From an optimization exercise on the open Yosys and OpenROAD flow, aimed at small area, a short achievable clock period and few clock cycles; shortcuts taken in it are not production practice. The RTL was checked by simulation tests, not by an equivalence proof against the original design.

==> inputs of job 3168 <==
// stbrt_msgcodec
module stbrt_msgcodec (
    input  wire        clk,
    input  wire        rst,
    input  wire        enc_in_valid,
    output wire        enc_in_ready,
    input  wire [15:0] enc_in_word,
    output wire        enc_out_valid,
    input  wire        enc_out_ready,
    output wire [15:0] enc_out_dur,
    output wire        enc_done,
    output wire [2:0]  enc_code,
    output wire [6:0]  enc_count,
    input  wire        dec_in_valid,
    output wire        dec_in_ready,
    input  wire [15:0] dec_in_dur,
    input  wire        dec_in_last,
    output wire        dec_pay_valid,
    output wire [8:0]  dec_pay,
    output wire        dec_done,
    output wire [3:0]  dec_count,
    output wire        dec_corrupt,
    output wire        dec_ovf
);
==> module stbrt_encoder, before the edit <==
module stbrt_encoder (
    input  wire        clk,
    input  wire        rst,
    input  wire        in_valid,
    output wire        in_ready,
    input  wire [15:0] in_word,
    output reg         out_valid,
    input  wire        out_ready,
    output wire [15:0] out_dur,
    output reg         done,
    output wire [2:0]  code,
    output reg  [6:0]  count
);
    localparam MSG_CAP    = 12;
    localparam RUNBUF_CAP = 64;
    reg  [7:0] pay [0:MSG_CAP-1];
    reg  [3:0] widx;       
    reg        pbad;       
    reg  [6:0] pnruns;     
    reg        pcomp;      
    reg        s_v;        
    reg  [7:0] s_w;
    reg        aact;       
    reg  [3:0] an;         
    reg  [3:0] aidx;       
    reg  [10:1] rm;        
    reg  [3:0] q;          
    reg        out_last;   
    reg  [7:0] dur13;      
    reg        code_bad;
    reg        code_long;
    assign out_dur = {4'd0, dur13, 4'd0};    
    assign code    = {1'b0, code_bad, code_long};
    wire slot_free = !aact || (widx < aidx) || (widx >= an);
    assign in_ready = !pcomp && slot_free;
    wire take    = in_valid && in_ready;
    wire is_term = (in_word == 16'hFFFF);
    wire at_cap  = (widx == MSG_CAP);
    wire w_bad   = (|in_word[15:9]) || (in_word[8] != (widx == 4'd0));
    function [3:0] frame_runs;
        input [7:0] p;
        input       m;
        reg  [10:0] f;
        integer i;
        begin
            f = {1'b1, m, p, 1'b0};
            frame_runs = 4'd1;
            for (i = 1; i < 11; i = i + 1)
                if (f[i] != f[i-1])
                    frame_runs = frame_runs + 4'd1;
        end
    endfunction
    function [10:1] frame_bounds;
        input [7:0] p;
        input       m;
        reg  [10:0] f;
        integer i;
        begin
            f = {1'b1, m, p, 1'b0};
            for (i = 1; i < 11; i = i + 1)
                frame_bounds[i] = f[i] ^ f[i-1];
        end
    endfunction
    wire p_long = (pnruns > RUNBUF_CAP);
    wire p_good = !pbad && !p_long;
    reg  [3:0] nb;
    integer j;
    always @(*) begin
        nb = 4'd11;
        for (j = 10; j >= 1; j = j - 1)
            if (rm[j]) nb = j;
    end
    wire [3:0] run_len = nb - q;
    wire       frm_end = (nb == 4'd11);
    wire       msg_end = frm_end && (aidx == an);
    reg  [7:0] len13;
    always @(*) begin
        case (run_len)
            4'd1:    len13 = 8'd13;
            4'd2:    len13 = 8'd26;
            4'd3:    len13 = 8'd39;
            4'd4:    len13 = 8'd52;
            4'd5:    len13 = 8'd65;
            4'd6:    len13 = 8'd78;
            4'd7:    len13 = 8'd91;
            4'd8:    len13 = 8'd104;
            4'd9:    len13 = 8'd117;
            default: len13 = 8'd130;
        endcase
    end
    wire can_load = !out_valid || (out_ready && !out_last);
    wire step     = aact && can_load;
    wire xfer     = !aact && pcomp && p_good;
    wire refuse   = !aact && pcomp && !p_good && !out_valid;
    wire [7:0]  ld_pay  = pay[aidx];
    wire [10:1] ld_rm   = frame_bounds(ld_pay, aidx == 4'd0);
    wire        ld      = xfer || (step && frm_end && !msg_end);
    integer k;
    always @(posedge clk) begin
        for (k = 0; k < MSG_CAP; k = k + 1)
            if (in_ready && widx == k)
                pay[k] <= in_word[7:0];
        s_w <= in_word[7:0];
    end
    always @(posedge clk) begin
        if (rst) begin
            widx      <= 4'd0;
            pbad      <= 1'b0;
            pnruns    <= 7'd0;
            pcomp     <= 1'b0;
            s_v       <= 1'b0;
            aact      <= 1'b0;
            aidx      <= 4'd0;
            out_valid <= 1'b0;
            out_last  <= 1'b0;
            done      <= 1'b0;
            count     <= 7'd0;
        end else begin
            s_v <= take && !is_term && !at_cap;
            if (s_v)
                pnruns <= pnruns + frame_runs(s_w, widx == 4'd1);
            if (take) begin
                if (is_term) begin
                    pcomp <= 1'b1;
                    if (widx == 4'd0) pbad <= 1'b1;
                end else if (at_cap) begin
                    pcomp <= 1'b1;
                    pbad  <= 1'b1;
                end else begin
                    widx <= widx + 4'd1;
                    if (w_bad) pbad <= 1'b1;
                end
            end
            if (xfer || refuse) begin
                widx   <= 4'd0;
                pbad   <= 1'b0;
                pnruns <= 7'd0;
                pcomp  <= 1'b0;
            end
            done  <= 1'b0;
            count <= (done ? 7'd0 : count) + {6'd0, out_valid && out_ready};
            if (out_valid && out_ready) begin
                out_valid <= 1'b0;
                out_last  <= 1'b0;
                if (out_last) begin
                    done      <= 1'b1;
                    code_bad  <= 1'b0;
                    code_long <= 1'b0;
                end
            end
            if (xfer) begin
                aact <= 1'b1;
                an   <= widx;
                aidx <= 4'd1;
            end
            if (refuse) begin
                done      <= 1'b1;
                code_bad  <= 1'b1;
                code_long <= !pbad;
            end
            if (step) begin
                out_valid <= 1'b1;
                out_last  <= msg_end;
                dur13     <= len13;
                if (msg_end) begin
                    aact <= 1'b0;
                    aidx <= 4'd0;
                end else if (frm_end) begin
                    aidx <= aidx + 4'd1;
                end
            end
        end
    end
    always @(posedge clk) begin
        if (ld) begin
            rm <= ld_rm;
            q  <= 4'd0;
        end else if (step) begin
            for (k = 1; k <= 10; k = k + 1)
                if (nb == k) rm[k] <= 1'b0;
            q <= nb;
        end
    end
endmodule
Settings: LEC_CHECK=0, CAP_MARGIN=20, CORE_MARGIN=2, CORE_UTILIZATION=40, SLEW_MARGIN=20; clock period 12.0 ns.
run.sh (not shown) runs the stock make flow with config.mk's settings and CLKGATE_MAP_FILE= SYNTH_SCRIPT=/design/flow/synth_recipe.tcl, a recipe that flattens the netlist after the stock synthesis.
==> job 4871 (differences from job 3168) <==
--- a/flow/design.v
+++ b/flow/design.v
@@ -2,7 +2,7 @@
     input  wire        clk,
     input  wire        rst,
     input  wire        in_valid,
-    output wire        in_ready,
+    output reg         in_ready,
     input  wire [15:0] in_word,
     output reg         out_valid,
     input  wire        out_ready,
@@ -16,38 +16,28 @@
     reg  [7:0] pay [0:MSG_CAP-1];
     reg  [3:0] widx;       
     reg        pbad;       
-    reg  [6:0] pnruns;     
     reg        pcomp;      
-    reg        s_v;        
-    reg  [7:0] s_w;
+    reg  [5:0] phalf;      
+    reg        c_v;        
+    reg  [3:0] c_pairs;    
+    reg        c_mp7;      
     reg        aact;       
     reg  [3:0] an;         
     reg  [3:0] aidx;       
     reg  [10:1] rm;        
-    reg  [3:0] q;          
+    reg  [3:0]  q;         
     reg        out_last;   
     reg  [7:0] dur13;      
     reg        code_bad;
     reg        code_long;
     assign out_dur = {4'd0, dur13, 4'd0};    
     assign code    = {1'b0, code_bad, code_long};
-    wire slot_free = !aact || (widx < aidx) || (widx >= an);
-    assign in_ready = !pcomp && slot_free;
-    wire take    = in_valid && in_ready;
-    wire is_term = (in_word == 16'hFFFF);
-    wire at_cap  = (widx == MSG_CAP);
-    wire w_bad   = (|in_word[15:9]) || (in_word[8] != (widx == 4'd0));
-    function [3:0] frame_runs;
+    function [3:0] rise_pairs;
         input [7:0] p;
-        input       m;
-        reg  [10:0] f;
-        integer i;
+        reg   [7:0] r;
         begin
-            f = {1'b1, m, p, 1'b0};
-            frame_runs = 4'd1;
-            for (i = 1; i < 11; i = i + 1)
-                if (f[i] != f[i-1])
-                    frame_runs = frame_runs + 4'd1;
+            r = p & ~{p[6:0], 1'b0};
+            rise_pairs = {r[7] | r[6], r[5] | r[4], r[3] | r[2], r[1] | r[0]};
         end
     endfunction
     function [10:1] frame_bounds;
@@ -61,18 +51,38 @@
                 frame_bounds[i] = f[i] ^ f[i-1];
         end
     endfunction
-    wire p_long = (pnruns > RUNBUF_CAP);
+    function slot_free;
+        input [3:0] w;
+        input       act;
+        input [3:0] idx;
+        input [3:0] n;
+        begin
+            slot_free = !act || (w < idx) || (w >= n);
+        end
+    endfunction
+    wire take    = in_valid && in_ready;
+    wire is_term = (in_word == 16'hFFFF);
+    wire at_cap  = (widx == MSG_CAP);
+    wire w_bad   = (|in_word[15:9]) || (in_word[8] != (widx == 4'd0));
+    wire adv     = take && !is_term && !at_cap;
+    wire ends    = take && (is_term || at_cap);
+    wire [3:0] widx_inc = widx + 4'd1;
+    wire [5:0] c_half   = {5'd0, c_pairs[0]} + {5'd0, c_pairs[1]}
+                        + {5'd0, c_pairs[2]} + {5'd0, c_pairs[3]}
+                        + {5'd0, !c_mp7};
+    wire p_long = (phalf > RUNBUF_CAP / 2);
     wire p_good = !pbad && !p_long;
     reg  [3:0] nb;
+    reg  [10:1] h;
     integer j;
     always @(*) begin
         nb = 4'd11;
         for (j = 10; j >= 1; j = j - 1)
             if (rm[j]) nb = j;
+        for (j = 1; j <= 10; j = j + 1)
+            h[j] = (nb == j);
     end
     wire [3:0] run_len = nb - q;
-    wire       frm_end = (nb == 4'd11);
-    wire       msg_end = frm_end && (aidx == an);
     reg  [7:0] len13;
     always @(*) begin
         case (run_len)
@@ -88,27 +98,38 @@
             default: len13 = 8'd130;
         endcase
     end
+    wire frm_end = (nb == 4'd11);
+    wire lastp   = (aidx == an);
+    wire msg_end = frm_end && lastp;
+    wire hs       = out_valid && out_ready;
     wire can_load = !out_valid || (out_ready && !out_last);
     wire step     = aact && can_load;
     wire xfer     = !aact && pcomp && p_good;
     wire refuse   = !aact && pcomp && !p_good && !out_valid;
-    wire [7:0]  ld_pay  = pay[aidx];
-    wire [10:1] ld_rm   = frame_bounds(ld_pay, aidx == 4'd0);
-    wire        ld      = xfer || (step && frm_end && !msg_end);
+    wire prst     = xfer || refuse;
+    wire rdy_word = !is_term && !at_cap && slot_free(widx_inc, aact, aidx, an);
+    wire rdy_nx   = prst || (!pcomp && (take ? rdy_word : slot_free(widx, aact, aidx, an)));
+    wire [7:0]  ld_pay = pay[aidx];
+    wire [10:1] ld_rm  = frame_bounds(ld_pay, aidx == 4'd0);
+    wire        ld     = xfer || (step && frm_end && !lastp);
+    wire [6:0] count_b   = done ? 7'd0 : count;
+    wire [6:0] count_inc = count_b + 7'd1;
     integer k;
     always @(posedge clk) begin
         for (k = 0; k < MSG_CAP; k = k + 1)
             if (in_ready && widx == k)
                 pay[k] <= in_word[7:0];
-        s_w <= in_word[7:0];
+        c_pairs <= rise_pairs(in_word[7:0]);
+        c_mp7   <= in_word[7] && (widx == 4'd0);
     end
     always @(posedge clk) begin
         if (rst) begin
+            in_ready  <= 1'b1;
             widx      <= 4'd0;
             pbad      <= 1'b0;
-            pnruns    <= 7'd0;
+            phalf     <= 6'd0;
             pcomp     <= 1'b0;
-            s_v       <= 1'b0;
+            c_v       <= 1'b0;
             aact      <= 1'b0;
             aidx      <= 4'd0;
             out_valid <= 1'b0;
@@ -116,30 +137,27 @@
             done      <= 1'b0;
             count     <= 7'd0;
         end else begin
-            s_v <= take && !is_term && !at_cap;
-            if (s_v)
-                pnruns <= pnruns + frame_runs(s_w, widx == 4'd1);
-            if (take) begin
-                if (is_term) begin
-                    pcomp <= 1'b1;
-                    if (widx == 4'd0) pbad <= 1'b1;
-                end else if (at_cap) begin
-                    pcomp <= 1'b1;
-                    pbad  <= 1'b1;
-                end else begin
-                    widx <= widx + 4'd1;
-                    if (w_bad) pbad <= 1'b1;
-                end
+            c_v <= adv;
+            if (c_v)
+                phalf <= phalf + c_half;
+            if (ends) begin
+                pcomp <= 1'b1;
+                if (!is_term || widx == 4'd0) pbad <= 1'b1;
+            end
+            if (adv) begin
+                widx <= widx_inc;
+                if (w_bad) pbad <= 1'b1;
             end
-            if (xfer || refuse) begin
+            if (prst) begin
                 widx   <= 4'd0;
                 pbad   <= 1'b0;
-                pnruns <= 7'd0;
+                phalf  <= 6'd0;
                 pcomp  <= 1'b0;
             end
+            in_ready <= rdy_nx;
             done  <= 1'b0;
-            count <= (done ? 7'd0 : count) + {6'd0, out_valid && out_ready};
-            if (out_valid && out_ready) begin
+            count <= hs ? count_inc : count_b;
+            if (hs) begin
                 out_valid <= 1'b0;
                 out_last  <= 1'b0;
                 if (out_last) begin
@@ -171,14 +189,11 @@
             end
         end
     end
+    wire s_take_ld = xfer || (aact && frm_end && !lastp);
     always @(posedge clk) begin
-        if (ld) begin
-            rm <= ld_rm;
-            q  <= 4'd0;
-        end else if (step) begin
-            for (k = 1; k <= 10; k = k + 1)
-                if (nb == k) rm[k] <= 1'b0;
-            q <= nb;
+        if (xfer || step) begin
+            rm <= s_take_ld ? ld_rm : (rm & ~h);
+            q  <= s_take_ld ? 4'd0 : nb;
         end
     end
 endmodule
==> flow/flow/run.sh (new file) <==
#!/bin/bash
# Layout flow: the standard synthesis unchanged, then the standard ORFS
# layout with these knobs: port buffers of a plain buffer cell; timing repair
# that aims for setup slack well beyond the clock period's need; and a clock
# tree of clkbuf_8 without dummy loads.
set -euo pipefail
MARGIN=${MARGIN:-8.5}
bash standard.sh synth > synth.log 2>&1
bash standard.sh \
  "SETUP_SLACK_MARGIN=$MARGIN" \
  "BUFFER_PORTS_ARGS=-buffer_cell sky130_fd_sc_hd__buf_2" \
  "CTS_ARGS=-sink_clustering_enable -repair_clock_nets -dont_use_dummy_load -buf_list sky130_fd_sc_hd__clkbuf_8" \
  finish > layout.log 2>&1
==> flow/standard.sh (new file) <==
#!/bin/bash
# synth_recipe.tcl (not shown) runs the flow's synth.tcl, then flattens the netlist and writes it again
# the make line also repeats each setting of config.mk as NAME=value (left out here)
make -C /OpenROAD-flow-scripts/flow DESIGN_CONFIG=/design/flow/config.mk WORK_HOME=/design/flow/orfs CLKGATE_MAP_FILE= SYNTH_SCRIPT=/design/flow/synth_recipe.tcl "${@:-finish}"
--- a/flow/config.mk
+++ b/flow/config.mk
@@ -7,5 +7,5 @@
 export LEC_CHECK = 0
 export CAP_MARGIN = 20
 export CORE_MARGIN = 2
-export CORE_UTILIZATION = 40
+export CORE_UTILIZATION = 80
 export SLEW_MARGIN = 20
removed: flow/run.sh
==> results.json <==
{
  "grt_pass1_vias": 6553,
  "grt_max_degree": 36,
  "grt_usage_pct": 35.9,
  "holdWs_ns": 0.467,
  "multi_input_area_mm2": 0.00362,
  "outcome": "no timing/DRC/antenna violations"
}
[end of results for job 4871]
==> results.json <==
{
  "outcome": "no timing/DRC/antenna violations",
  "whs_path_depth": 2,
  "yosysSeqAreaShare_pct": 50.9,
  "seq_cell_count": 190,
  "cp-end-kind": "flop",
  "grt_usage_pct": 17.0,
  "grt_pass1_vias": 6780,
  "holdWs_ns": 0.453,
  "multi_input_area_mm2": 0.00447
}
[end of results for job 3168]
Testbench counts of job 3168, summed over its fixed seeds: cycles 14,090.
Testbench counts of job 4871, summed over its fixed seeds: cycles 14,100.

-- static timing again, ports no longer ideal --
How much do the figures lean on ideal ports? The routed layouts below were timed once more, with nothing changed but the port constraints.
Step 1 sets driving cells, clkbuf_16 on the clock port and buf_2 on the other inputs (assumed; they add their load-dependent delay and slew).
Step 2 also shifts input and output timing later by t, the mid clock arrival at the registers, as if the neighbouring blocks saw the same clock.
a / b / c = ideal ports / drivers / drivers and shift; a / b = the first two.
run | t, ns | setup WS [ns] | worst setup path after step 2 | latest minus earliest clock arrival (ns) | worst data-port slew with drivers (ns)
job 3168 | 0.472 | 4.654 / 4.654 / 4.654 | register to register | 0.012 / 0.012 | 0.05
job 4871 | 0.506 | 8.206 / 8.217 / 7.711 | input to register | 0.035 / 0.035 | 0.04
After both steps setup and hold are still met in every run listed. The setup slack of job 4871, which loses most, moves by +0.011 ns with the drivers and by -0.495 ns with both steps.
